Source: an optimization exercise on an open RTL-to-GDS flow (aim: small area, a short achievable clock period and few clock cycles per item). Production flows keep margins and buffers that such runs may drop.
In this exercise RTL edits were held to simulation tests only and were not proved equivalent to the original.
No activity file was given, so power comes from the tool's default toggle rates.

$ cat flow/run.sh
#!/bin/bash
# synth_recipe.tcl (not shown) runs the flow's synth.tcl, then flattens the netlist and writes it again
# the make line also repeats each setting of config.mk as NAME=value (left out here)
make -C /OpenROAD-flow-scripts/flow DESIGN_CONFIG=/design/flow/config.mk WORK_HOME=/design/flow/orfs CLKGATE_MAP_FILE= SYNTH_SCRIPT=/design/flow/synth_recipe.tcl finish
$ cat flow/config.mk
export PLATFORM = sky130hd
export DESIGN_NAME = fsk_demod
export DESIGN_NICKNAME = fsk_demod
export VERILOG_FILES = /design/flow/design.v
export SDC_FILE = /design/flow/constraint.sdc
export NUM_CORES = 4
export LEC_CHECK = 0
export CAP_MARGIN = 20
export CORE_MARGIN = 2
export CORE_UTILIZATION = 40
export SLEW_MARGIN = 20
$ cat flow/constraint.sdc
create_clock -name core_clock -period 15.0 [get_ports {clk}]
set_input_delay 3.0000 -clock core_clock [delete_from_list [all_inputs] [get_ports {clk}]]
set_output_delay 3.0000 -clock core_clock [all_outputs]
set_load 0.01 [all_outputs]
$ cat flow/design.v
module fsk_demod (
    input  wire        clk,
    input  wire        rst,           
    input  wire        start,
    input  wire [17:0] cfg_sr,
    input  wire [21:0] cfg_thresh,
    input  wire [16:0] cfg_nsamp,      
    output wire        busy,
    output reg         done,
    output wire [16:0] bitcount,
    input  wire        s_valid,
    output wire        s_ready,
    input  wire [15:0] s_cur,
    input  wire [15:0] s_del,
    output reg         w_valid,
    input  wire        w_ready,
    output wire [10:0] w_addr,
    output reg  [31:0] w_data
);
    localparam [1:0] LVL_0    = 2'd0,
                     LVL_127  = 2'd1,
                     LVL_254  = 2'd2,
                     LVL_NONE = 2'd3;
    reg         busy_r;
    reg         srdy;
    reg  [17:0] sr;
    reg  [20:0] tq;           
    reg  [16:0] nrem;         
    reg         nz;           
    reg  [14:0] wc;           
    reg         iw;           
    reg  [14:0] u75;          
    reg         fwin;         
    reg  [15:0] pa, pb;       
    reg         vI, eI;       
    reg  [39:0] as, ac;       
    reg         eA;           
    reg         nw;           
    reg  [1:0]  lvlD;         
    reg         rendD;        
    reg         eD;
    reg  [1:0]  prev_lvl;
    reg  [18:0] w;            
    reg  [14:0] q;            
    reg         em;           
    reg         ebit;
    reg         fin;          
    reg         fl;           
    reg  [10:0] wa;
    reg  [4:0]  wfill;
    assign busy     = busy_r;
    assign s_ready  = srdy;
    assign w_addr   = wa;
    assign bitcount = {1'b0, wa, wfill};
    wire fire   = s_valid && srdy;
    wire n1     = (nrem == 17'd1);
    wire n2     = (nrem == 17'd2);
    wire unit1  = (sr[17:3] < 15'd250);
    wire iw_f   = (iw ? unit1 : (wc < 15'd375)) || n2;    
    wire flight = eI || eA || eD || em;
    wire rdy_f  = !n1 && !(iw_f && (iw || flight));
    wire rdy_n  = nz && !(iw && flight);
    wire [39:0] ms, mc;
    fsk_mac u_mac (
        .a(pa), .b(pb),
        .c(nw ? ~{19'd0, tq} : as), .d(nw ? 40'd0 : ac),
        .s(ms), .t(mc)
    );
    wire [39:0] sgt = as + ac;
    wire [39:0] slt = as + ac + {18'd0, tq, 1'b1};
    wire gt = !sgt[39];           
    wire lt = slt[39];            
    wire [1:0] lvl = gt ? LVL_254 : lt ? LVL_0 : LVL_127;
    wire rend  = (prev_lvl != LVL_NONE) && (lvl != prev_lvl);
    wire        rnew  = rendD || (prev_lvl == LVL_NONE);   
    wire        pend  = !w[18];                            
    wire [18:0] u300  = {1'b0, u75, 2'b00};
    wire [18:0] win   = rnew ? {2'b00, sr[17:1]} : w;
    wire [18:0] wsub  = (rnew || pend) ? ~{1'b0, sr} : 19'h7ffff;
    wire [18:0] wnext = win + u300 + wsub + 19'd1;
    wire        tie   = !sr[0] && (w == 19'd0) && !q[0];
    wire        kinc  = pend && !tie;                      
    wire take = w_valid && w_ready;
    wire emit = em && (!w_valid || w_ready);
    wire q_up = eD && (rendD ? kinc : (pend && prev_lvl != LVL_NONE));
    wire [14:0] q_pm = q + (q_up ? 15'd1 : 15'h7fff);
    always @(posedge clk) begin
        pa  <= s_cur;
        pb  <= fire ? s_del : 16'd0;
        as  <= ms;
        ac  <= mc;
        lvlD  <= lvl;
        rendD <= rend;
        if (rst) begin
            busy_r  <= 1'b0;
            srdy    <= 1'b0;
            done    <= 1'b0;
            w_valid <= 1'b0;
            vI <= 1'b0; eI <= 1'b0;
            eA <= 1'b0; eD <= 1'b0;
            em  <= 1'b0;
            fin <= 1'b0;
            fl  <= 1'b0;
        end else begin
            done <= 1'b0;
            vI <= fire;
            eI <= fire && iw;
            eA <= eI;
            eD <= eA;
            if (vI) nw <= eI;
            if (!busy_r) begin
                if (start) begin
                    busy_r   <= 1'b1;
                    srdy     <= (cfg_nsamp != 17'd0);
                    sr       <= cfg_sr;
                    tq       <= cfg_thresh[21:1];
                    nrem     <= cfg_nsamp;
                    nz       <= (cfg_nsamp != 17'd0);
                    wc       <= cfg_sr[17:3];
                    iw       <= (cfg_sr[17:3] < 15'd250) || (cfg_nsamp == 17'd1);
                    u75      <= 15'd0;
                    fwin     <= 1'b1;
                    nw       <= 1'b1;
                    prev_lvl <= LVL_NONE;
                    q        <= 15'd0;
                    fin      <= (cfg_nsamp == 17'd0);
                    fl       <= 1'b0;
                    wa       <= 11'd0;
                    wfill    <= 5'd0;
                end
            end else begin
                srdy <= fire ? rdy_f : rdy_n;
                if (fire) begin
                    nrem <= nrem - 17'd1;
                    nz   <= !n1;
                    iw   <= iw_f;
                    wc   <= iw ? sr[17:3] : wc - 15'd125;
                    if (fwin) begin
                        u75 <= u75 + 15'd75;
                        if (iw) fwin <= 1'b0;
                    end
                end
                if (eD) begin
                    prev_lvl <= lvlD;
                    w        <= wnext;
                    if (q_up) q <= q_pm;
                    if (rendD) begin
                        em   <= (q != 15'd0) || kinc;
                        ebit <= (prev_lvl != LVL_0);
                    end
                    if (!nz) fin <= 1'b1;
                end
                if (emit) begin
                    w_data <= {ebit, w_data[31:1]};
                    q      <= q_pm;
                    if (q == 15'd1) em <= 1'b0;
                    if (!fl) begin
                        wfill <= wfill + 5'd1;
                        if (wfill == 5'd31) w_valid <= 1'b1;
                    end else if (q == 15'd1) begin
                        w_valid <= 1'b1;
                    end
                end
                if (take) begin
                    if (!emit || (!fl && wfill != 5'd31)) w_valid <= 1'b0;
                    if (!fl) wa <= wa + 11'd1;
                end
                if (fl) begin
                    if (take) begin
                        done   <= 1'b1;
                        busy_r <= 1'b0;
                    end
                end else if (fin && !em && !w_valid) begin
                    if (wfill != 5'd0) begin
                        q    <= {10'd0, 5'd0 - wfill};
                        ebit <= 1'b0;
                        em   <= 1'b1;
                        fl   <= 1'b1;
                    end else begin
                        done   <= 1'b1;
                        busy_r <= 1'b0;
                    end
                end
            end
        end
    end
endmodule
module fsk_mac (
    input  wire [15:0] a,
    input  wire [15:0] b,
    input  wire [39:0] c,
    input  wire [39:0] d,
    output wire [39:0] s,
    output wire [39:0] t
);
    wire t1 = a[0] & b[0];
    wire t2 = a[1] & b[0];
    wire t3 = a[2] & b[0];
    wire t4 = a[3] & b[0];
    wire t5 = a[4] & b[0];
    wire t6 = a[5] & b[0];
    wire t7 = a[6] & b[0];
    wire t8 = a[7] & b[0];
    wire t9 = a[8] & b[0];
    wire t10 = a[9] & b[0];
    wire t11 = a[10] & b[0];
    wire t12 = a[11] & b[0];
    wire t13 = a[12] & b[0];
    wire t14 = a[13] & b[0];
    wire t15 = a[14] & b[0];
    wire t16 = ~(a[15] & b[0]);
    wire t17 = a[0] & b[1];
    wire t18 = a[1] & b[1];
    wire t19 = a[2] & b[1];
    wire t20 = a[3] & b[1];
    wire t21 = a[4] & b[1];
    wire t22 = a[5] & b[1];
    wire t23 = a[6] & b[1];
    wire t24 = a[7] & b[1];
    wire t25 = a[8] & b[1];
    wire t26 = a[9] & b[1];
    wire t27 = a[10] & b[1];
    wire t28 = a[11] & b[1];
    wire t29 = a[12] & b[1];
    wire t30 = a[13] & b[1];
    wire t31 = a[14] & b[1];
    wire t32 = ~(a[15] & b[1]);
    wire t33 = a[0] & b[2];
    wire t34 = a[1] & b[2];
    wire t35 = a[2] & b[2];
    wire t36 = a[3] & b[2];
    wire t37 = a[4] & b[2];
    wire t38 = a[5] & b[2];
    wire t39 = a[6] & b[2];
    wire t40 = a[7] & b[2];
    wire t41 = a[8] & b[2];
    wire t42 = a[9] & b[2];
    wire t43 = a[10] & b[2];
    wire t44 = a[11] & b[2];
    wire t45 = a[12] & b[2];
    wire t46 = a[13] & b[2];
    wire t47 = a[14] & b[2];
    wire t48 = ~(a[15] & b[2]);
    wire t49 = a[0] & b[3];
    wire t50 = a[1] & b[3];
    wire t51 = a[2] & b[3];
    wire t52 = a[3] & b[3];
    wire t53 = a[4] & b[3];
    wire t54 = a[5] & b[3];
    wire t55 = a[6] & b[3];
    wire t56 = a[7] & b[3];
    wire t57 = a[8] & b[3];
    wire t58 = a[9] & b[3];
    wire t59 = a[10] & b[3];
    wire t60 = a[11] & b[3];
    wire t61 = a[12] & b[3];
    wire t62 = a[13] & b[3];
    wire t63 = a[14] & b[3];
    wire t64 = ~(a[15] & b[3]);
    wire t65 = a[0] & b[4];
    wire t66 = a[1] & b[4];
    wire t67 = a[2] & b[4];
    wire t68 = a[3] & b[4];
    wire t69 = a[4] & b[4];
    wire t70 = a[5] & b[4];
    wire t71 = a[6] & b[4];
    wire t72 = a[7] & b[4];
    wire t73 = a[8] & b[4];
    wire t74 = a[9] & b[4];
    wire t75 = a[10] & b[4];
    wire t76 = a[11] & b[4];
    wire t77 = a[12] & b[4];
    wire t78 = a[13] & b[4];
    wire t79 = a[14] & b[4];
    wire t80 = ~(a[15] & b[4]);
    wire t81 = a[0] & b[5];
    wire t82 = a[1] & b[5];
    wire t83 = a[2] & b[5];
    wire t84 = a[3] & b[5];
    wire t85 = a[4] & b[5];
    wire t86 = a[5] & b[5];
    wire t87 = a[6] & b[5];
    wire t88 = a[7] & b[5];
    wire t89 = a[8] & b[5];
    wire t90 = a[9] & b[5];
    wire t91 = a[10] & b[5];
    wire t92 = a[11] & b[5];
    wire t93 = a[12] & b[5];
    wire t94 = a[13] & b[5];
    wire t95 = a[14] & b[5];
    wire t96 = ~(a[15] & b[5]);
    wire t97 = a[0] & b[6];
    wire t98 = a[1] & b[6];
    wire t99 = a[2] & b[6];
    wire t100 = a[3] & b[6];
    wire t101 = a[4] & b[6];
    wire t102 = a[5] & b[6];
    wire t103 = a[6] & b[6];
    wire t104 = a[7] & b[6];
    wire t105 = a[8] & b[6];
    wire t106 = a[9] & b[6];
    wire t107 = a[10] & b[6];
    wire t108 = a[11] & b[6];
    wire t109 = a[12] & b[6];
    wire t110 = a[13] & b[6];
    wire t111 = a[14] & b[6];
    wire t112 = ~(a[15] & b[6]);
    wire t113 = a[0] & b[7];
    wire t114 = a[1] & b[7];
    wire t115 = a[2] & b[7];
    wire t116 = a[3] & b[7];
    wire t117 = a[4] & b[7];
    wire t118 = a[5] & b[7];
    wire t119 = a[6] & b[7];
    wire t120 = a[7] & b[7];
    wire t121 = a[8] & b[7];
    wire t122 = a[9] & b[7];
    wire t123 = a[10] & b[7];
    wire t124 = a[11] & b[7];
    wire t125 = a[12] & b[7];
    wire t126 = a[13] & b[7];
    wire t127 = a[14] & b[7];
    wire t128 = ~(a[15] & b[7]);
    wire t129 = a[0] & b[8];
    wire t130 = a[1] & b[8];
    wire t131 = a[2] & b[8];
    wire t132 = a[3] & b[8];
    wire t133 = a[4] & b[8];
    wire t134 = a[5] & b[8];
    wire t135 = a[6] & b[8];
    wire t136 = a[7] & b[8];
    wire t137 = a[8] & b[8];
    wire t138 = a[9] & b[8];
    wire t139 = a[10] & b[8];
    wire t140 = a[11] & b[8];
    wire t141 = a[12] & b[8];
    wire t142 = a[13] & b[8];
    wire t143 = a[14] & b[8];
    wire t144 = ~(a[15] & b[8]);
    wire t145 = a[0] & b[9];
    wire t146 = a[1] & b[9];
    wire t147 = a[2] & b[9];
    wire t148 = a[3] & b[9];
    wire t149 = a[4] & b[9];
    wire t150 = a[5] & b[9];
    wire t151 = a[6] & b[9];
    wire t152 = a[7] & b[9];
    wire t153 = a[8] & b[9];
    wire t154 = a[9] & b[9];
    wire t155 = a[10] & b[9];
    wire t156 = a[11] & b[9];
    wire t157 = a[12] & b[9];
    wire t158 = a[13] & b[9];
    wire t159 = a[14] & b[9];
    wire t160 = ~(a[15] & b[9]);
    wire t161 = a[0] & b[10];
    wire t162 = a[1] & b[10];
    wire t163 = a[2] & b[10];
    wire t164 = a[3] & b[10];
    wire t165 = a[4] & b[10];
    wire t166 = a[5] & b[10];
    wire t167 = a[6] & b[10];
    wire t168 = a[7] & b[10];
    wire t169 = a[8] & b[10];
    wire t170 = a[9] & b[10];
    wire t171 = a[10] & b[10];
    wire t172 = a[11] & b[10];
    wire t173 = a[12] & b[10];
    wire t174 = a[13] & b[10];
    wire t175 = a[14] & b[10];
    wire t176 = ~(a[15] & b[10]);
    wire t177 = a[0] & b[11];
    wire t178 = a[1] & b[11];
    wire t179 = a[2] & b[11];
    wire t180 = a[3] & b[11];
    wire t181 = a[4] & b[11];
    wire t182 = a[5] & b[11];
    wire t183 = a[6] & b[11];
    wire t184 = a[7] & b[11];
    wire t185 = a[8] & b[11];
    wire t186 = a[9] & b[11];
    wire t187 = a[10] & b[11];
    wire t188 = a[11] & b[11];
    wire t189 = a[12] & b[11];
    wire t190 = a[13] & b[11];
    wire t191 = a[14] & b[11];
    wire t192 = ~(a[15] & b[11]);
    wire t193 = a[0] & b[12];
    wire t194 = a[1] & b[12];
    wire t195 = a[2] & b[12];
    wire t196 = a[3] & b[12];
    wire t197 = a[4] & b[12];
    wire t198 = a[5] & b[12];
    wire t199 = a[6] & b[12];
    wire t200 = a[7] & b[12];
    wire t201 = a[8] & b[12];
    wire t202 = a[9] & b[12];
    wire t203 = a[10] & b[12];
    wire t204 = a[11] & b[12];
    wire t205 = a[12] & b[12];
    wire t206 = a[13] & b[12];
    wire t207 = a[14] & b[12];
    wire t208 = ~(a[15] & b[12]);
    wire t209 = a[0] & b[13];
    wire t210 = a[1] & b[13];
    wire t211 = a[2] & b[13];
    wire t212 = a[3] & b[13];
    wire t213 = a[4] & b[13];
    wire t214 = a[5] & b[13];
    wire t215 = a[6] & b[13];
    wire t216 = a[7] & b[13];
    wire t217 = a[8] & b[13];
    wire t218 = a[9] & b[13];
    wire t219 = a[10] & b[13];
    wire t220 = a[11] & b[13];
    wire t221 = a[12] & b[13];
    wire t222 = a[13] & b[13];
    wire t223 = a[14] & b[13];
    wire t224 = ~(a[15] & b[13]);
    wire t225 = a[0] & b[14];
    wire t226 = a[1] & b[14];
    wire t227 = a[2] & b[14];
    wire t228 = a[3] & b[14];
    wire t229 = a[4] & b[14];
    wire t230 = a[5] & b[14];
    wire t231 = a[6] & b[14];
    wire t232 = a[7] & b[14];
    wire t233 = a[8] & b[14];
    wire t234 = a[9] & b[14];
    wire t235 = a[10] & b[14];
    wire t236 = a[11] & b[14];
    wire t237 = a[12] & b[14];
    wire t238 = a[13] & b[14];
    wire t239 = a[14] & b[14];
    wire t240 = ~(a[15] & b[14]);
    wire t241 = ~(a[0] & b[15]);
    wire t242 = ~(a[1] & b[15]);
    wire t243 = ~(a[2] & b[15]);
    wire t244 = ~(a[3] & b[15]);
    wire t245 = ~(a[4] & b[15]);
    wire t246 = ~(a[5] & b[15]);
    wire t247 = ~(a[6] & b[15]);
    wire t248 = ~(a[7] & b[15]);
    wire t249 = ~(a[8] & b[15]);
    wire t250 = ~(a[9] & b[15]);
    wire t251 = ~(a[10] & b[15]);
    wire t252 = ~(a[11] & b[15]);
    wire t253 = ~(a[12] & b[15]);
    wire t254 = ~(a[13] & b[15]);
    wire t255 = ~(a[14] & b[15]);
    wire t256 = a[15] & b[15];
    wire t257 = t12 ^ t27;
    wire t258 = t12 & t27;
    wire t259 = t13 ^ t28 ^ t43;
    wire t260 = (t13 & t28) | (t13 & t43) | (t28 & t43);
    wire t261 = t58 ^ t73;
    wire t262 = t58 & t73;
    wire t263 = t14 ^ t29 ^ t44;
    wire t264 = (t14 & t29) | (t14 & t44) | (t29 & t44);
    wire t265 = t59 ^ t74 ^ t89;
    wire t266 = (t59 & t74) | (t59 & t89) | (t74 & t89);
    wire t267 = t104 ^ t119;
    wire t268 = t104 & t119;
    wire t269 = t15 ^ t30 ^ t45;
    wire t270 = (t15 & t30) | (t15 & t45) | (t30 & t45);
    wire t271 = t60 ^ t75 ^ t90;
    wire t272 = (t60 & t75) | (t60 & t90) | (t75 & t90);
    wire t273 = t105 ^ t120 ^ t135;
    wire t274 = (t105 & t120) | (t105 & t135) | (t120 & t135);
    wire t275 = t150 ^ t165;
    wire t276 = t150 & t165;
    wire t277 = t16 ^ t31 ^ t46;
    wire t278 = (t16 & t31) | (t16 & t46) | (t31 & t46);
    wire t279 = t61 ^ t76 ^ t91;
    wire t280 = (t61 & t76) | (t61 & t91) | (t76 & t91);
    wire t281 = t106 ^ t121 ^ t136;
    wire t282 = (t106 & t121) | (t106 & t136) | (t121 & t136);
    wire t283 = t151 ^ t166 ^ t181;
    wire t284 = (t151 & t166) | (t151 & t181) | (t166 & t181);
    wire t285 = t196 ^ t211;
    wire t286 = t196 & t211;
    wire t287 = t32 ^ t47 ^ t62;
    wire t288 = (t32 & t47) | (t32 & t62) | (t47 & t62);
    wire t289 = t77 ^ t92 ^ t107;
    wire t290 = (t77 & t92) | (t77 & t107) | (t92 & t107);
    wire t291 = t122 ^ t137 ^ t152;
    wire t292 = (t122 & t137) | (t122 & t152) | (t137 & t152);
    wire t293 = t167 ^ t182 ^ t197;
    wire t294 = (t167 & t182) | (t167 & t197) | (t182 & t197);
    wire t295 = t212 ^ t227 ^ t242;
    wire t296 = (t212 & t227) | (t212 & t242) | (t227 & t242);
    wire t297 = t48 ^ t63 ^ t78;
    wire t298 = (t48 & t63) | (t48 & t78) | (t63 & t78);
    wire t299 = t93 ^ t108 ^ t123;
    wire t300 = (t93 & t108) | (t93 & t123) | (t108 & t123);
    wire t301 = t138 ^ t153 ^ t168;
    wire t302 = (t138 & t153) | (t138 & t168) | (t153 & t168);
    wire t303 = t183 ^ t198 ^ t213;
    wire t304 = (t183 & t198) | (t183 & t213) | (t198 & t213);
    wire t305 = t64 ^ t79 ^ t94;
    wire t306 = (t64 & t79) | (t64 & t94) | (t79 & t94);
    wire t307 = t109 ^ t124 ^ t139;
    wire t308 = (t109 & t124) | (t109 & t139) | (t124 & t139);
    wire t309 = t154 ^ t169 ^ t184;
    wire t310 = (t154 & t169) | (t154 & t184) | (t169 & t184);
    wire t311 = t80 ^ t95 ^ t110;
    wire t312 = (t80 & t95) | (t80 & t110) | (t95 & t110);
    wire t313 = t125 ^ t140 ^ t155;
    wire t314 = (t125 & t140) | (t125 & t155) | (t140 & t155);
    wire t315 = t96 ^ t111 ^ t126;
    wire t316 = (t96 & t111) | (t96 & t126) | (t111 & t126);
    wire t317 = t8 ^ t23;
    wire t318 = t8 & t23;
    wire t319 = t9 ^ t24 ^ t39;
    wire t320 = (t9 & t24) | (t9 & t39) | (t24 & t39);
    wire t321 = t54 ^ t69;
    wire t322 = t54 & t69;
    wire t323 = t10 ^ t25 ^ t40;
    wire t324 = (t10 & t25) | (t10 & t40) | (t25 & t40);
    wire t325 = t55 ^ t70 ^ t85;
    wire t326 = (t55 & t70) | (t55 & t85) | (t70 & t85);
    wire t327 = t100 ^ t115;
    wire t328 = t100 & t115;
    wire t329 = t11 ^ t26 ^ t41;
    wire t330 = (t11 & t26) | (t11 & t41) | (t26 & t41);
    wire t331 = t56 ^ t71 ^ t86;
    wire t332 = (t56 & t71) | (t56 & t86) | (t71 & t86);
    wire t333 = t101 ^ t116 ^ t131;
    wire t334 = (t101 & t116) | (t101 & t131) | (t116 & t131);
    wire t335 = t146 ^ t161;
    wire t336 = t146 & t161;
    wire t337 = t257 ^ t42 ^ t57;
    wire t338 = (t257 & t42) | (t257 & t57) | (t42 & t57);
    wire t339 = t72 ^ t87 ^ t102;
    wire t340 = (t72 & t87) | (t72 & t102) | (t87 & t102);
    wire t341 = t117 ^ t132 ^ t147;
    wire t342 = (t117 & t132) | (t117 & t147) | (t132 & t147);
    wire t343 = t162 ^ t177 ^ c[11];
    wire t344 = (t162 & t177) | (t162 & c[11]) | (t177 & c[11]);
    wire t345 = t258 ^ t259 ^ t261;
    wire t346 = (t258 & t259) | (t258 & t261) | (t259 & t261);
    wire t347 = t88 ^ t103 ^ t118;
    wire t348 = (t88 & t103) | (t88 & t118) | (t103 & t118);
    wire t349 = t133 ^ t148 ^ t163;
    wire t350 = (t133 & t148) | (t133 & t163) | (t148 & t163);
    wire t351 = t178 ^ t193 ^ c[12];
    wire t352 = (t178 & t193) | (t178 & c[12]) | (t193 & c[12]);
    wire t353 = t260 ^ t262 ^ t263;
    wire t354 = (t260 & t262) | (t260 & t263) | (t262 & t263);
    wire t355 = t265 ^ t267 ^ t134;
    wire t356 = (t265 & t267) | (t265 & t134) | (t267 & t134);
    wire t357 = t149 ^ t164 ^ t179;
    wire t358 = (t149 & t164) | (t149 & t179) | (t164 & t179);
    wire t359 = t194 ^ t209 ^ c[13];
    wire t360 = (t194 & t209) | (t194 & c[13]) | (t209 & c[13]);
    wire t361 = t264 ^ t266 ^ t268;
    wire t362 = (t264 & t266) | (t264 & t268) | (t266 & t268);
    wire t363 = t269 ^ t271 ^ t273;
    wire t364 = (t269 & t271) | (t269 & t273) | (t271 & t273);
    wire t365 = t275 ^ t180 ^ t195;
    wire t366 = (t275 & t180) | (t275 & t195) | (t180 & t195);
    wire t367 = t210 ^ t225 ^ c[14];
    wire t368 = (t210 & t225) | (t210 & c[14]) | (t225 & c[14]);
    wire t369 = t270 ^ t272 ^ t274;
    wire t370 = (t270 & t272) | (t270 & t274) | (t272 & t274);
    wire t371 = t276 ^ t277 ^ t279;
    wire t372 = (t276 & t277) | (t276 & t279) | (t277 & t279);
    wire t373 = t281 ^ t283 ^ t285;
    wire t374 = (t281 & t283) | (t281 & t285) | (t283 & t285);
    wire t375 = t226 ^ t241 ^ c[15];
    wire t376 = (t226 & t241) | (t226 & c[15]) | (t241 & c[15]);
    wire t377 = t278 ^ t280 ^ t282;
    wire t378 = (t278 & t280) | (t278 & t282) | (t280 & t282);
    wire t379 = t284 ^ t286 ^ t287;
    wire t380 = (t284 & t286) | (t284 & t287) | (t286 & t287);
    wire t381 = t289 ^ t291 ^ t293;
    wire t382 = (t289 & t291) | (t289 & t293) | (t291 & t293);
    wire t383 = t295 ^ c[16] ^ d[16];
    wire t384 = (t295 & c[16]) | (t295 & d[16]) | (c[16] & d[16]);
    wire t385 = t288 ^ t290 ^ t292;
    wire t386 = (t288 & t290) | (t288 & t292) | (t290 & t292);
    wire t387 = t294 ^ t296 ^ t297;
    wire t388 = (t294 & t296) | (t294 & t297) | (t296 & t297);
    wire t389 = t299 ^ t301 ^ t303;
    wire t390 = (t299 & t301) | (t299 & t303) | (t301 & t303);
    wire t391 = t228 ^ t243 ^ c[17];
    wire t392 = (t228 & t243) | (t228 & c[17]) | (t243 & c[17]);
    wire t393 = t298 ^ t300 ^ t302;
    wire t394 = (t298 & t300) | (t298 & t302) | (t300 & t302);
    wire t395 = t304 ^ t305 ^ t307;
    wire t396 = (t304 & t305) | (t304 & t307) | (t305 & t307);
    wire t397 = t309 ^ t199 ^ t214;
    wire t398 = (t309 & t199) | (t309 & t214) | (t199 & t214);
    wire t399 = t229 ^ t244 ^ c[18];
    wire t400 = (t229 & t244) | (t229 & c[18]) | (t244 & c[18]);
    wire t401 = t306 ^ t308 ^ t310;
    wire t402 = (t306 & t308) | (t306 & t310) | (t308 & t310);
    wire t403 = t311 ^ t313 ^ t170;
    wire t404 = (t311 & t313) | (t311 & t170) | (t313 & t170);
    wire t405 = t185 ^ t200 ^ t215;
    wire t406 = (t185 & t200) | (t185 & t215) | (t200 & t215);
    wire t407 = t230 ^ t245 ^ c[19];
    wire t408 = (t230 & t245) | (t230 & c[19]) | (t245 & c[19]);
    wire t409 = t312 ^ t314 ^ t315;
    wire t410 = (t312 & t314) | (t312 & t315) | (t314 & t315);
    wire t411 = t141 ^ t156 ^ t171;
    wire t412 = (t141 & t156) | (t141 & t171) | (t156 & t171);
    wire t413 = t186 ^ t201 ^ t216;
    wire t414 = (t186 & t201) | (t186 & t216) | (t201 & t216);
    wire t415 = t231 ^ t246 ^ c[20];
    wire t416 = (t231 & t246) | (t231 & c[20]) | (t246 & c[20]);
    wire t417 = t316 ^ t112 ^ t127;
    wire t418 = (t316 & t112) | (t316 & t127) | (t112 & t127);
    wire t419 = t142 ^ t157 ^ t172;
    wire t420 = (t142 & t157) | (t142 & t172) | (t157 & t172);
    wire t421 = t187 ^ t202 ^ t217;
    wire t422 = (t187 & t202) | (t187 & t217) | (t202 & t217);
    wire t423 = t232 ^ t247 ^ c[21];
    wire t424 = (t232 & t247) | (t232 & c[21]) | (t247 & c[21]);
    wire t425 = t128 ^ t143 ^ t158;
    wire t426 = (t128 & t143) | (t128 & t158) | (t143 & t158);
    wire t427 = t173 ^ t188 ^ t203;
    wire t428 = (t173 & t188) | (t173 & t203) | (t188 & t203);
    wire t429 = t218 ^ t233 ^ t248;
    wire t430 = (t218 & t233) | (t218 & t248) | (t233 & t248);
    wire t431 = t144 ^ t159 ^ t174;
    wire t432 = (t144 & t159) | (t144 & t174) | (t159 & t174);
    wire t433 = t189 ^ t204 ^ t219;
    wire t434 = (t189 & t204) | (t189 & t219) | (t204 & t219);
    wire t435 = t160 ^ t175 ^ t190;
    wire t436 = (t160 & t175) | (t160 & t190) | (t175 & t190);
    wire t437 = t5 ^ t20;
    wire t438 = t5 & t20;
    wire t439 = t6 ^ t21 ^ t36;
    wire t440 = (t6 & t21) | (t6 & t36) | (t21 & t36);
    wire t441 = t51 ^ t66;
    wire t442 = t51 & t66;
    wire t443 = t7 ^ t22 ^ t37;
    wire t444 = (t7 & t22) | (t7 & t37) | (t22 & t37);
    wire t445 = t52 ^ t67 ^ t82;
    wire t446 = (t52 & t67) | (t52 & t82) | (t67 & t82);
    wire t447 = t97 ^ c[6];
    wire t448 = t97 & c[6];
    wire t449 = t317 ^ t38 ^ t53;
    wire t450 = (t317 & t38) | (t317 & t53) | (t38 & t53);
    wire t451 = t68 ^ t83 ^ t98;
    wire t452 = (t68 & t83) | (t68 & t98) | (t83 & t98);
    wire t453 = t113 ^ c[7] ^ d[7];
    wire t454 = (t113 & c[7]) | (t113 & d[7]) | (c[7] & d[7]);
    wire t455 = t318 ^ t319 ^ t321;
    wire t456 = (t318 & t319) | (t318 & t321) | (t319 & t321);
    wire t457 = t84 ^ t99 ^ t114;
    wire t458 = (t84 & t99) | (t84 & t114) | (t99 & t114);
    wire t459 = t129 ^ c[8] ^ d[8];
    wire t460 = (t129 & c[8]) | (t129 & d[8]) | (c[8] & d[8]);
    wire t461 = t320 ^ t322 ^ t323;
    wire t462 = (t320 & t322) | (t320 & t323) | (t322 & t323);
    wire t463 = t325 ^ t327 ^ t130;
    wire t464 = (t325 & t327) | (t325 & t130) | (t327 & t130);
    wire t465 = t145 ^ c[9] ^ d[9];
    wire t466 = (t145 & c[9]) | (t145 & d[9]) | (c[9] & d[9]);
    wire t467 = t324 ^ t326 ^ t328;
    wire t468 = (t324 & t326) | (t324 & t328) | (t326 & t328);
    wire t469 = t329 ^ t331 ^ t333;
    wire t470 = (t329 & t331) | (t329 & t333) | (t331 & t333);
    wire t471 = t335 ^ c[10] ^ d[10];
    wire t472 = (t335 & c[10]) | (t335 & d[10]) | (c[10] & d[10]);
    wire t473 = t330 ^ t332 ^ t334;
    wire t474 = (t330 & t332) | (t330 & t334) | (t332 & t334);
    wire t475 = t336 ^ t337 ^ t339;
    wire t476 = (t336 & t337) | (t336 & t339) | (t337 & t339);
    wire t477 = t341 ^ t343 ^ d[11];
    wire t478 = (t341 & t343) | (t341 & d[11]) | (t343 & d[11]);
    wire t479 = t338 ^ t340 ^ t342;
    wire t480 = (t338 & t340) | (t338 & t342) | (t340 & t342);
    wire t481 = t344 ^ t345 ^ t347;
    wire t482 = (t344 & t345) | (t344 & t347) | (t345 & t347);
    wire t483 = t349 ^ t351 ^ d[12];
    wire t484 = (t349 & t351) | (t349 & d[12]) | (t351 & d[12]);
    wire t485 = t346 ^ t348 ^ t350;
    wire t486 = (t346 & t348) | (t346 & t350) | (t348 & t350);
    wire t487 = t352 ^ t353 ^ t355;
    wire t488 = (t352 & t353) | (t352 & t355) | (t353 & t355);
    wire t489 = t357 ^ t359 ^ d[13];
    wire t490 = (t357 & t359) | (t357 & d[13]) | (t359 & d[13]);
    wire t491 = t354 ^ t356 ^ t358;
    wire t492 = (t354 & t356) | (t354 & t358) | (t356 & t358);
    wire t493 = t360 ^ t361 ^ t363;
    wire t494 = (t360 & t361) | (t360 & t363) | (t361 & t363);
    wire t495 = t365 ^ t367 ^ d[14];
    wire t496 = (t365 & t367) | (t365 & d[14]) | (t367 & d[14]);
    wire t497 = t362 ^ t364 ^ t366;
    wire t498 = (t362 & t364) | (t362 & t366) | (t364 & t366);
    wire t499 = t368 ^ t369 ^ t371;
    wire t500 = (t368 & t369) | (t368 & t371) | (t369 & t371);
    wire t501 = t373 ^ t375 ^ d[15];
    wire t502 = (t373 & t375) | (t373 & d[15]) | (t375 & d[15]);
    wire t503 = t370 ^ t372 ^ t374;
    wire t504 = (t370 & t372) | (t370 & t374) | (t372 & t374);
    wire t505 = t376 ^ t377 ^ t379;
    wire t506 = (t376 & t377) | (t376 & t379) | (t377 & t379);
    wire t507 = t381 ^ t383 ^ 1'b1;
    wire t508 = (t381 & t383) | (t381 & 1'b1) | (t383 & 1'b1);
    wire t509 = t378 ^ t380 ^ t382;
    wire t510 = (t378 & t380) | (t378 & t382) | (t380 & t382);
    wire t511 = t384 ^ t385 ^ t387;
    wire t512 = (t384 & t385) | (t384 & t387) | (t385 & t387);
    wire t513 = t389 ^ t391 ^ d[17];
    wire t514 = (t389 & t391) | (t389 & d[17]) | (t391 & d[17]);
    wire t515 = t386 ^ t388 ^ t390;
    wire t516 = (t386 & t388) | (t386 & t390) | (t388 & t390);
    wire t517 = t392 ^ t393 ^ t395;
    wire t518 = (t392 & t393) | (t392 & t395) | (t393 & t395);
    wire t519 = t397 ^ t399 ^ d[18];
    wire t520 = (t397 & t399) | (t397 & d[18]) | (t399 & d[18]);
    wire t521 = t394 ^ t396 ^ t398;
    wire t522 = (t394 & t396) | (t394 & t398) | (t396 & t398);
    wire t523 = t400 ^ t401 ^ t403;
    wire t524 = (t400 & t401) | (t400 & t403) | (t401 & t403);
    wire t525 = t405 ^ t407 ^ d[19];
    wire t526 = (t405 & t407) | (t405 & d[19]) | (t407 & d[19]);
    wire t527 = t402 ^ t404 ^ t406;
    wire t528 = (t402 & t404) | (t402 & t406) | (t404 & t406);
    wire t529 = t408 ^ t409 ^ t411;
    wire t530 = (t408 & t409) | (t408 & t411) | (t409 & t411);
    wire t531 = t413 ^ t415 ^ d[20];
    wire t532 = (t413 & t415) | (t413 & d[20]) | (t415 & d[20]);
    wire t533 = t410 ^ t412 ^ t414;
    wire t534 = (t410 & t412) | (t410 & t414) | (t412 & t414);
    wire t535 = t416 ^ t417 ^ t419;
    wire t536 = (t416 & t417) | (t416 & t419) | (t417 & t419);
    wire t537 = t421 ^ t423 ^ d[21];
    wire t538 = (t421 & t423) | (t421 & d[21]) | (t423 & d[21]);
    wire t539 = t418 ^ t420 ^ t422;
    wire t540 = (t418 & t420) | (t418 & t422) | (t420 & t422);
    wire t541 = t424 ^ t425 ^ t427;
    wire t542 = (t424 & t425) | (t424 & t427) | (t425 & t427);
    wire t543 = t429 ^ c[22] ^ d[22];
    wire t544 = (t429 & c[22]) | (t429 & d[22]) | (c[22] & d[22]);
    wire t545 = t426 ^ t428 ^ t430;
    wire t546 = (t426 & t428) | (t426 & t430) | (t428 & t430);
    wire t547 = t431 ^ t433 ^ t234;
    wire t548 = (t431 & t433) | (t431 & t234) | (t433 & t234);
    wire t549 = t249 ^ c[23] ^ d[23];
    wire t550 = (t249 & c[23]) | (t249 & d[23]) | (c[23] & d[23]);
    wire t551 = t432 ^ t434 ^ t435;
    wire t552 = (t432 & t434) | (t432 & t435) | (t434 & t435);
    wire t553 = t205 ^ t220 ^ t235;
    wire t554 = (t205 & t220) | (t205 & t235) | (t220 & t235);
    wire t555 = t250 ^ c[24] ^ d[24];
    wire t556 = (t250 & c[24]) | (t250 & d[24]) | (c[24] & d[24]);
    wire t557 = t436 ^ t176 ^ t191;
    wire t558 = (t436 & t176) | (t436 & t191) | (t176 & t191);
    wire t559 = t206 ^ t221 ^ t236;
    wire t560 = (t206 & t221) | (t206 & t236) | (t221 & t236);
    wire t561 = t251 ^ c[25] ^ d[25];
    wire t562 = (t251 & c[25]) | (t251 & d[25]) | (c[25] & d[25]);
    wire t563 = t192 ^ t207 ^ t222;
    wire t564 = (t192 & t207) | (t192 & t222) | (t207 & t222);
    wire t565 = t237 ^ t252 ^ c[26];
    wire t566 = (t237 & t252) | (t237 & c[26]) | (t252 & c[26]);
    wire t567 = t208 ^ t223 ^ t238;
    wire t568 = (t208 & t223) | (t208 & t238) | (t223 & t238);
    wire t569 = t3 ^ t18;
    wire t570 = t3 & t18;
    wire t571 = t4 ^ t19 ^ t34;
    wire t572 = (t4 & t19) | (t4 & t34) | (t19 & t34);
    wire t573 = t49 ^ c[3];
    wire t574 = t49 & c[3];
    wire t575 = t437 ^ t35 ^ t50;
    wire t576 = (t437 & t35) | (t437 & t50) | (t35 & t50);
    wire t577 = t65 ^ c[4] ^ d[4];
    wire t578 = (t65 & c[4]) | (t65 & d[4]) | (c[4] & d[4]);
    wire t579 = t438 ^ t439 ^ t441;
    wire t580 = (t438 & t439) | (t438 & t441) | (t439 & t441);
    wire t581 = t81 ^ c[5] ^ d[5];
    wire t582 = (t81 & c[5]) | (t81 & d[5]) | (c[5] & d[5]);
    wire t583 = t440 ^ t442 ^ t443;
    wire t584 = (t440 & t442) | (t440 & t443) | (t442 & t443);
    wire t585 = t445 ^ t447 ^ d[6];
    wire t586 = (t445 & t447) | (t445 & d[6]) | (t447 & d[6]);
    wire t587 = t444 ^ t446 ^ t448;
    wire t588 = (t444 & t446) | (t444 & t448) | (t446 & t448);
    wire t589 = t449 ^ t451 ^ t453;
    wire t590 = (t449 & t451) | (t449 & t453) | (t451 & t453);
    wire t591 = t450 ^ t452 ^ t454;
    wire t592 = (t450 & t452) | (t450 & t454) | (t452 & t454);
    wire t593 = t455 ^ t457 ^ t459;
    wire t594 = (t455 & t457) | (t455 & t459) | (t457 & t459);
    wire t595 = t456 ^ t458 ^ t460;
    wire t596 = (t456 & t458) | (t456 & t460) | (t458 & t460);
    wire t597 = t461 ^ t463 ^ t465;
    wire t598 = (t461 & t463) | (t461 & t465) | (t463 & t465);
    wire t599 = t462 ^ t464 ^ t466;
    wire t600 = (t462 & t464) | (t462 & t466) | (t464 & t466);
    wire t601 = t467 ^ t469 ^ t471;
    wire t602 = (t467 & t469) | (t467 & t471) | (t469 & t471);
    wire t603 = t468 ^ t470 ^ t472;
    wire t604 = (t468 & t470) | (t468 & t472) | (t470 & t472);
    wire t605 = t473 ^ t475 ^ t477;
    wire t606 = (t473 & t475) | (t473 & t477) | (t475 & t477);
    wire t607 = t474 ^ t476 ^ t478;
    wire t608 = (t474 & t476) | (t474 & t478) | (t476 & t478);
    wire t609 = t479 ^ t481 ^ t483;
    wire t610 = (t479 & t481) | (t479 & t483) | (t481 & t483);
    wire t611 = t480 ^ t482 ^ t484;
    wire t612 = (t480 & t482) | (t480 & t484) | (t482 & t484);
    wire t613 = t485 ^ t487 ^ t489;
    wire t614 = (t485 & t487) | (t485 & t489) | (t487 & t489);
    wire t615 = t486 ^ t488 ^ t490;
    wire t616 = (t486 & t488) | (t486 & t490) | (t488 & t490);
    wire t617 = t491 ^ t493 ^ t495;
    wire t618 = (t491 & t493) | (t491 & t495) | (t493 & t495);
    wire t619 = t492 ^ t494 ^ t496;
    wire t620 = (t492 & t494) | (t492 & t496) | (t494 & t496);
    wire t621 = t497 ^ t499 ^ t501;
    wire t622 = (t497 & t499) | (t497 & t501) | (t499 & t501);
    wire t623 = t498 ^ t500 ^ t502;
    wire t624 = (t498 & t500) | (t498 & t502) | (t500 & t502);
    wire t625 = t503 ^ t505 ^ t507;
    wire t626 = (t503 & t505) | (t503 & t507) | (t505 & t507);
    wire t627 = t504 ^ t506 ^ t508;
    wire t628 = (t504 & t506) | (t504 & t508) | (t506 & t508);
    wire t629 = t509 ^ t511 ^ t513;
    wire t630 = (t509 & t511) | (t509 & t513) | (t511 & t513);
    wire t631 = t510 ^ t512 ^ t514;
    wire t632 = (t510 & t512) | (t510 & t514) | (t512 & t514);
    wire t633 = t515 ^ t517 ^ t519;
    wire t634 = (t515 & t517) | (t515 & t519) | (t517 & t519);
    wire t635 = t516 ^ t518 ^ t520;
    wire t636 = (t516 & t518) | (t516 & t520) | (t518 & t520);
    wire t637 = t521 ^ t523 ^ t525;
    wire t638 = (t521 & t523) | (t521 & t525) | (t523 & t525);
    wire t639 = t522 ^ t524 ^ t526;
    wire t640 = (t522 & t524) | (t522 & t526) | (t524 & t526);
    wire t641 = t527 ^ t529 ^ t531;
    wire t642 = (t527 & t529) | (t527 & t531) | (t529 & t531);
    wire t643 = t528 ^ t530 ^ t532;
    wire t644 = (t528 & t530) | (t528 & t532) | (t530 & t532);
    wire t645 = t533 ^ t535 ^ t537;
    wire t646 = (t533 & t535) | (t533 & t537) | (t535 & t537);
    wire t647 = t534 ^ t536 ^ t538;
    wire t648 = (t534 & t536) | (t534 & t538) | (t536 & t538);
    wire t649 = t539 ^ t541 ^ t543;
    wire t650 = (t539 & t541) | (t539 & t543) | (t541 & t543);
    wire t651 = t540 ^ t542 ^ t544;
    wire t652 = (t540 & t542) | (t540 & t544) | (t542 & t544);
    wire t653 = t545 ^ t547 ^ t549;
    wire t654 = (t545 & t547) | (t545 & t549) | (t547 & t549);
    wire t655 = t546 ^ t548 ^ t550;
    wire t656 = (t546 & t548) | (t546 & t550) | (t548 & t550);
    wire t657 = t551 ^ t553 ^ t555;
    wire t658 = (t551 & t553) | (t551 & t555) | (t553 & t555);
    wire t659 = t552 ^ t554 ^ t556;
    wire t660 = (t552 & t554) | (t552 & t556) | (t554 & t556);
    wire t661 = t557 ^ t559 ^ t561;
    wire t662 = (t557 & t559) | (t557 & t561) | (t559 & t561);
    wire t663 = t558 ^ t560 ^ t562;
    wire t664 = (t558 & t560) | (t558 & t562) | (t560 & t562);
    wire t665 = t563 ^ t565 ^ d[26];
    wire t666 = (t563 & t565) | (t563 & d[26]) | (t565 & d[26]);
    wire t667 = t564 ^ t566 ^ t567;
    wire t668 = (t564 & t566) | (t564 & t567) | (t566 & t567);
    wire t669 = t253 ^ c[27] ^ d[27];
    wire t670 = (t253 & c[27]) | (t253 & d[27]) | (c[27] & d[27]);
    wire t671 = t568 ^ t224 ^ t239;
    wire t672 = (t568 & t224) | (t568 & t239) | (t224 & t239);
    wire t673 = t254 ^ c[28] ^ d[28];
    wire t674 = (t254 & c[28]) | (t254 & d[28]) | (c[28] & d[28]);
    wire t675 = t240 ^ t255 ^ c[29];
    wire t676 = (t240 & t255) | (t240 & c[29]) | (t255 & c[29]);
    wire t677 = t2 ^ t17;
    wire t678 = t2 & t17;
    wire t679 = t569 ^ t33 ^ c[2];
    wire t680 = (t569 & t33) | (t569 & c[2]) | (t33 & c[2]);
    wire t681 = t570 ^ t571 ^ t573;
    wire t682 = (t570 & t571) | (t570 & t573) | (t571 & t573);
    wire t683 = t572 ^ t574 ^ t575;
    wire t684 = (t572 & t574) | (t572 & t575) | (t574 & t575);
    wire t685 = t576 ^ t578 ^ t579;
    wire t686 = (t576 & t578) | (t576 & t579) | (t578 & t579);
    wire t687 = t580 ^ t582 ^ t583;
    wire t688 = (t580 & t582) | (t580 & t583) | (t582 & t583);
    wire t689 = t584 ^ t586 ^ t587;
    wire t690 = (t584 & t586) | (t584 & t587) | (t586 & t587);
    wire t691 = t588 ^ t590 ^ t591;
    wire t692 = (t588 & t590) | (t588 & t591) | (t590 & t591);
    wire t693 = t592 ^ t594 ^ t595;
    wire t694 = (t592 & t594) | (t592 & t595) | (t594 & t595);
    wire t695 = t596 ^ t598 ^ t599;
    wire t696 = (t596 & t598) | (t596 & t599) | (t598 & t599);
    wire t697 = t600 ^ t602 ^ t603;
    wire t698 = (t600 & t602) | (t600 & t603) | (t602 & t603);
    wire t699 = t604 ^ t606 ^ t607;
    wire t700 = (t604 & t606) | (t604 & t607) | (t606 & t607);
    wire t701 = t608 ^ t610 ^ t611;
    wire t702 = (t608 & t610) | (t608 & t611) | (t610 & t611);
    wire t703 = t612 ^ t614 ^ t615;
    wire t704 = (t612 & t614) | (t612 & t615) | (t614 & t615);
    wire t705 = t616 ^ t618 ^ t619;
    wire t706 = (t616 & t618) | (t616 & t619) | (t618 & t619);
    wire t707 = t620 ^ t622 ^ t623;
    wire t708 = (t620 & t622) | (t620 & t623) | (t622 & t623);
    wire t709 = t624 ^ t626 ^ t627;
    wire t710 = (t624 & t626) | (t624 & t627) | (t626 & t627);
    wire t711 = t628 ^ t630 ^ t631;
    wire t712 = (t628 & t630) | (t628 & t631) | (t630 & t631);
    wire t713 = t632 ^ t634 ^ t635;
    wire t714 = (t632 & t634) | (t632 & t635) | (t634 & t635);
    wire t715 = t636 ^ t638 ^ t639;
    wire t716 = (t636 & t638) | (t636 & t639) | (t638 & t639);
    wire t717 = t640 ^ t642 ^ t643;
    wire t718 = (t640 & t642) | (t640 & t643) | (t642 & t643);
    wire t719 = t644 ^ t646 ^ t647;
    wire t720 = (t644 & t646) | (t644 & t647) | (t646 & t647);
    wire t721 = t648 ^ t650 ^ t651;
    wire t722 = (t648 & t650) | (t648 & t651) | (t650 & t651);
    wire t723 = t652 ^ t654 ^ t655;
    wire t724 = (t652 & t654) | (t652 & t655) | (t654 & t655);
    wire t725 = t656 ^ t658 ^ t659;
    wire t726 = (t656 & t658) | (t656 & t659) | (t658 & t659);
    wire t727 = t660 ^ t662 ^ t663;
    wire t728 = (t660 & t662) | (t660 & t663) | (t662 & t663);
    wire t729 = t664 ^ t666 ^ t667;
    wire t730 = (t664 & t666) | (t664 & t667) | (t666 & t667);
    wire t731 = t668 ^ t670 ^ t671;
    wire t732 = (t668 & t670) | (t668 & t671) | (t670 & t671);
    wire t733 = t672 ^ t674 ^ t675;
    wire t734 = (t672 & t674) | (t672 & t675) | (t674 & t675);
    wire t735 = t676 ^ t256 ^ c[30];
    wire t736 = (t676 & t256) | (t676 & c[30]) | (t256 & c[30]);
    wire t737 = c[31] ^ d[31];
    wire t738 = c[31] & d[31];
    wire t739 = c[32] ^ d[32];
    wire t740 = c[32] & d[32];
    wire t741 = c[33] ^ d[33];
    wire t742 = c[33] & d[33];
    wire t743 = c[34] ^ d[34];
    wire t744 = c[34] & d[34];
    wire t745 = c[35] ^ d[35];
    wire t746 = c[35] & d[35];
    wire t747 = c[36] ^ d[36];
    wire t748 = c[36] & d[36];
    wire t749 = c[37] ^ d[37];
    wire t750 = c[37] & d[37];
    wire t751 = c[38] ^ d[38];
    wire t752 = c[38] & d[38];
    wire t753 = c[39] ^ d[39];
    wire t754 = c[39] & d[39];
    wire t755 = t1 ^ c[0];
    wire t756 = t1 & c[0];
    wire t757 = t677 ^ c[1] ^ d[1];
    wire t758 = (t677 & c[1]) | (t677 & d[1]) | (c[1] & d[1]);
    wire t759 = t678 ^ t679 ^ d[2];
    wire t760 = (t678 & t679) | (t678 & d[2]) | (t679 & d[2]);
    wire t761 = t680 ^ t681 ^ d[3];
    wire t762 = (t680 & t681) | (t680 & d[3]) | (t681 & d[3]);
    wire t763 = t682 ^ t683 ^ t577;
    wire t764 = (t682 & t683) | (t682 & t577) | (t683 & t577);
    wire t765 = t684 ^ t685 ^ t581;
    wire t766 = (t684 & t685) | (t684 & t581) | (t685 & t581);
    wire t767 = t686 ^ t687 ^ t585;
    wire t768 = (t686 & t687) | (t686 & t585) | (t687 & t585);
    wire t769 = t688 ^ t689 ^ t589;
    wire t770 = (t688 & t689) | (t688 & t589) | (t689 & t589);
    wire t771 = t690 ^ t691 ^ t593;
    wire t772 = (t690 & t691) | (t690 & t593) | (t691 & t593);
    wire t773 = t692 ^ t693 ^ t597;
    wire t774 = (t692 & t693) | (t692 & t597) | (t693 & t597);
    wire t775 = t694 ^ t695 ^ t601;
    wire t776 = (t694 & t695) | (t694 & t601) | (t695 & t601);
    wire t777 = t696 ^ t697 ^ t605;
    wire t778 = (t696 & t697) | (t696 & t605) | (t697 & t605);
    wire t779 = t698 ^ t699 ^ t609;
    wire t780 = (t698 & t699) | (t698 & t609) | (t699 & t609);
    wire t781 = t700 ^ t701 ^ t613;
    wire t782 = (t700 & t701) | (t700 & t613) | (t701 & t613);
    wire t783 = t702 ^ t703 ^ t617;
    wire t784 = (t702 & t703) | (t702 & t617) | (t703 & t617);
    wire t785 = t704 ^ t705 ^ t621;
    wire t786 = (t704 & t705) | (t704 & t621) | (t705 & t621);
    wire t787 = t706 ^ t707 ^ t625;
    wire t788 = (t706 & t707) | (t706 & t625) | (t707 & t625);
    wire t789 = t708 ^ t709 ^ t629;
    wire t790 = (t708 & t709) | (t708 & t629) | (t709 & t629);
    wire t791 = t710 ^ t711 ^ t633;
    wire t792 = (t710 & t711) | (t710 & t633) | (t711 & t633);
    wire t793 = t712 ^ t713 ^ t637;
    wire t794 = (t712 & t713) | (t712 & t637) | (t713 & t637);
    wire t795 = t714 ^ t715 ^ t641;
    wire t796 = (t714 & t715) | (t714 & t641) | (t715 & t641);
    wire t797 = t716 ^ t717 ^ t645;
    wire t798 = (t716 & t717) | (t716 & t645) | (t717 & t645);
    wire t799 = t718 ^ t719 ^ t649;
    wire t800 = (t718 & t719) | (t718 & t649) | (t719 & t649);
    wire t801 = t720 ^ t721 ^ t653;
    wire t802 = (t720 & t721) | (t720 & t653) | (t721 & t653);
    wire t803 = t722 ^ t723 ^ t657;
    wire t804 = (t722 & t723) | (t722 & t657) | (t723 & t657);
    wire t805 = t724 ^ t725 ^ t661;
    wire t806 = (t724 & t725) | (t724 & t661) | (t725 & t661);
    wire t807 = t726 ^ t727 ^ t665;
    wire t808 = (t726 & t727) | (t726 & t665) | (t727 & t665);
    wire t809 = t728 ^ t729 ^ t669;
    wire t810 = (t728 & t729) | (t728 & t669) | (t729 & t669);
    wire t811 = t730 ^ t731 ^ t673;
    wire t812 = (t730 & t731) | (t730 & t673) | (t731 & t673);
    wire t813 = t732 ^ t733 ^ d[29];
    wire t814 = (t732 & t733) | (t732 & d[29]) | (t733 & d[29]);
    wire t815 = t734 ^ t735 ^ d[30];
    wire t816 = (t734 & t735) | (t734 & d[30]) | (t735 & d[30]);
    wire t817 = t736 ^ t737 ^ 1'b1;
    wire t818 = (t736 & t737) | (t736 & 1'b1) | (t737 & 1'b1);
    wire t819 = t738 ^ t739 ^ 1'b1;
    wire t820 = (t738 & t739) | (t738 & 1'b1) | (t739 & 1'b1);
    wire t821 = t740 ^ t741 ^ 1'b1;
    wire t822 = (t740 & t741) | (t740 & 1'b1) | (t741 & 1'b1);
    wire t823 = t742 ^ t743 ^ 1'b1;
    wire t824 = (t742 & t743) | (t742 & 1'b1) | (t743 & 1'b1);
    wire t825 = t744 ^ t745 ^ 1'b1;
    wire t826 = (t744 & t745) | (t744 & 1'b1) | (t745 & 1'b1);
    wire t827 = t746 ^ t747 ^ 1'b1;
    wire t828 = (t746 & t747) | (t746 & 1'b1) | (t747 & 1'b1);
    wire t829 = t748 ^ t749 ^ 1'b1;
    wire t830 = (t748 & t749) | (t748 & 1'b1) | (t749 & 1'b1);
    wire t831 = t750 ^ t751 ^ 1'b1;
    wire t832 = (t750 & t751) | (t750 & 1'b1) | (t751 & 1'b1);
    wire t833 = t752 ^ t753 ^ 1'b1;
    wire t834 = (t752 & t753) | (t752 & 1'b1) | (t753 & 1'b1);
    wire [39:0] ra = {t832, t830, t828, t826, t824, t822, t820, t818, t816, t814, t812, t810, t808, t806, t804, t802, t800, t798, t796, t794, t792, t790, t788, t786, t784, t782, t780, t778, t776, t774, t772, t770, t768, t766, t764, t762, t760, t758, t756, t755};
    wire [39:0] rb = {t833, t831, t829, t827, t825, t823, t821, t819, t817, t815, t813, t811, t809, t807, t805, t803, t801, t799, t797, t795, t793, t791, t789, t787, t785, t783, t781, t779, t777, t775, t773, t771, t769, t767, t765, t763, t761, t759, t757, d[0]};
    assign s = ra;
    assign t = rb;
endmodule
==> flow_metrics.py <==
metrics = {
    "die": {
        "die_w_um": 253,
        "io-pin-count": 158,
        "die_area_sq_um": 64100,
        "fp.coreArea_sq_um": 61600,
        "num_rows": 91,
        "start_util_pct": 40.3,
        "fp.dieH_um": 253,
    },
    "critical_path": {
        "end_kind": "flop",
        "critical_path_class": "reg2reg",
        "rr_startpoint": "as[1]$_DFF_P_",
        "critical_path_arrival_ns": 6.16,
        "rrSetupSlack_ns": 9.33,
        "cp-endpoint": "rendD$_DFF_P_",
        "cp.required_ns": 15.50,
        "rr_endpoint": "rendD$_DFF_P_",
        "cp-start-kind": "flop",
        "worstPathMaxFanout": 4,
        "startpoint": "as[1]$_DFF_P_",
        "reg2regPathDepth": 22,
    },
    "place": {
        "dp.cells": 3412,
        "gp_congestion": 0.876,
        "dpl_cell_area_sq_um": 27100,
        "hpwl_um": 46100,
        "numPortBuffers": 155,
    },
    "clock_network": {
        "clk_path_buf_depth": 3,
        "cts_inserted_buffers": 40,
        "postCtsSetupBuffers": 0,
        "numClockSinks": 300,
        "cts_tree": "yes",
        "path_clk_slew_ns": 0.06,
        "postCtsHoldBufs": 0,
        "h-tree-depth": 2,
        "ctsResizeCount": 0,
        "cts_root_buf": "clkbuf_16",
        "clock_latency_ns": 0.60,
    },
    "grt": {
        "grt_use_total_pct": 19.4,
        "grt_most_used_layer": "met2",
        "grt.met1_usage_pct": 26.2,
        "grt_overflow": 0,
        "grt_pass1_vias": 19100,
        "antenna_found_initial": 0,
        "use_met3_pct": 3.02,
        "grt_pass1_wl_um": 99100,
        "use_met2_pct": 32.0,
        "grt_max_degree": 64,
    },
    "sta": {
        "fin_crit_sh_pct": 37.8,
        "rsz0062_at_grt": "false",
        "max-slew-margin-rel_pct": 29.2,
        "finalHoldViolCount": 0,
        "fmax_mhz": 176,
        "tightest_slew_ns": 1.06,
        "setup_tns_ns": 0,
        "finalCriticalPeriod_ns": 5.67,
        "fin_skew_ns": 0.0297,
        "final-max-slew-violation-count": 0,
        "setup_viol": 0,
    },
    "synthesis": {
        "syn_inst": 2510,
        "async_flop_share_pct": 0,
        "yosys.area.top_type": "fa_1",
        "synth.avg_cell_area_sq_um": 9.89,
        "synth_seq_cells": 300,
        "yosys.cell_count.top_type": "inv_1",
        "synth_edf_count": 175,
        "synth_area_sq_um": 24800,
        "synthTopCellsByCount": "371 x inv_1, 272 x fa_1, 227 x and2_1, 224 x nand2_1, 175 x edfxtp_1",
        "yosysWarnings": 1,
        "synthTopCellsByArea": "fa_1 22%, edfxtp_1 21%, dfxtp_1 10%",
        "yosysTopAreaCellShare_pct": 21.9,
        "synthesis.nets": 3013,
        "synth-seq-area-share_pct": 31.2,
        "synthFlopType": "edfxtp_1",
        "ys_types": 98,
    },
    "drt": {
        "detail_route.wl_per_cell_um": 17.3,
        "route.vias.total": 17900,
        "drc": 0,
        "first_pass_iters": 6,
        "wl_um": 60300,
        "postRouteAntennaNets": 0,
        "first_iter_violations": 885,
        "routed_via_density": 5.13,
    },
    "finish": {
        "stdcell_area_sq_um": 28400,
        "utilization_pct": 46.1,
        "multi_input_area_sq_um": 15200,
        "stdcell_count": 3484,
        "nFillCells": 5796,
        "regArea_sq_um": 7760,
        "antenna_cells": 0,
        "fin_nets": 3120,
        "drive_gt1_share_pct": 5.25,
        "areaGrowthSynthToFinish_pct": 14.4,
    },
    "pwr": {
        "finalPower_w": 0.00419,
        "p_per_area_nw_per_um2": 147,
        "leakage_nw": 12.3,
        "ir_drop_uv": 94.7,
    },
    "run_status": {
        "status": "no timing/DRC/antenna violations",
    },
    "flow_run": {
        "maxCapViolations": 0,
    },
    "hold_path": {
        "hp-class": "reg2reg",
    },
}
==> placed cells by master, fill, tap and decap left out, types with 15 or more instances in the layout <==
master           instances
inv_1                  371
fa_1                   272
and2_1                 227
nand2_1                224
edfxtp_1               175
clkdlybuf4s50_1        155
ha_1                   137
dfxtp_1                124
nor2_1                 108
a21oi_1                 99
o21ai_0                 65
xnor2_1                 63
nor2b_1                 50
clkbuf_16               40
nand3_1                 39
and3_1                  35
xor2_1                  31
nor3_1                  30
a21o_1                  28
nor4_1                  26
nand4_1                 22
or2_2                   22
mux2i_1                 22
nand2b_1                21
o211ai_1                15
mux2_2                  15
==> state kept, by name, indices dropped and copies added (netlist names), 17 cells and up <==
signal  flops
sr         18
nrem       17
w_data     32
tq         21
w          19
ac         39
as         40
==> metrics by stage <==
step	worst slack [ns]	hold slack (ns)
2_1_floorplan	8.27	0.427
3_3_place_gp	9.27	0.434
3_5_place_dp	9.22	0.434
4_1_cts	9.33	0.452
5_1_grt	8.98	0.463
6_report	9.33	0.447
==> report_power, final <==
group,switching (W),internal [W],total (W)
clock,0.000397,0.000576,0.000973
combinational,0.00123,0.000862,0.00210
sequential,0.0000973,0.00102,0.00112
total,0.00173,0.00246,0.00419
==> kinds of logic after synthesis <==
family	share of synthesized area (%)
compound gates	9.15
xor+xnor	3.31
fa+ha+maj	28.8
buf+inv	7.57
flops	31.2
mux	1.66
other cells	0.0151
simple gates	18.2
==> worst min-delay path by stage <==
stage,from,to,slack (ns),depth (start not counted)
5_1_grt,w_data[26]$_DFFE_PP_,w_data[25]$_DFFE_PP_,0.46,0
3_3_place_gp,w_data[30]$_DFFE_PP_,w_data[29]$_DFFE_PP_,0.43,0
2_1_floorplan,ebit$_DFFE_PP_,w_data[31]$_DFFE_PP_,0.43,0
4_1_cts,w_data[30]$_DFFE_PP_,w_data[29]$_DFFE_PP_,0.45,0
6_report,w_data[21]$_DFFE_PP_,w_data[20]$_DFFE_PP_,0.45,0
3_5_place_dp,w_data[11]$_DFFE_PP_,w_data[10]$_DFFE_PP_,0.43,0
==> critical path: stages, from the launching register on <==
cell and delay (ns):
dfxtp_1 0.31, ha_1 0.24, fa_1 0.45, a211oi_2 0.35, o211ai_4 0.15, a31oi_4 0.24, o21ai_0 0.17, a21o_1 0.22
a21o_1 0.19, a21bo_2 0.24, a21o_1 0.17, a21oi_1 0.16, xnor2_1 0.09, ha_1 0.32, nand2_1 0.05, o21ai_0 0.32
o21bai_1 0.23, and4bb_1 0.24, nand4_2 0.15, nor4_2 0.38, nand4_1 0.21, or4_4 0.55, o211ai_2 0.17
==> final cells by class <==
type                            count  area share, %
Multi-Input combinational cell   1737           53.6
Clock inverter                     22          0.978
Clock buffer                       50           3.73
Sequential cell                   300           27.3
Timing Repair Buffer              167           5.78
Tap cell                          837           3.69
Inverter                          371           4.90
==> routing by layer <==
metal  routed length, um  vias to the layer above
li1                    -                     8465
met2               28700                      383
met4                1400                        0
met3                2720                       94
met5                   0                        -
met1               27500                     8928
Testbench counts, summed over its fixed seeds: cycles 96,560, samples 95,084.

## static timing again, ports no longer ideal
In the flow no input, the clock included, has a driving cell. The finished layout below was timed again as built, in two steps. Step 1 sets driving cells, clkbuf_16 on the clock port and buf_2 on the other inputs (assumed; they add their load-dependent delay and slew). Step 2 also shifts input and output timing later by t, the mid clock arrival at the registers, as if the neighbouring blocks saw the same clock. Three values: ideal ports, drivers, drivers and shift; two values: the first two.
t (ns): 0.643
slack for setup (ns): 9.333 / 9.333 / 9.193
worst hold slack (ns): 0.447 / 0.447 / 0.447
latest minus earliest clock arrival (ns): 0.037 / 0.036
After both steps setup and hold are still met in this run. For this run, drivers alone change the setup slack by 0.000 ns; drivers and shift together by -0.140 ns.
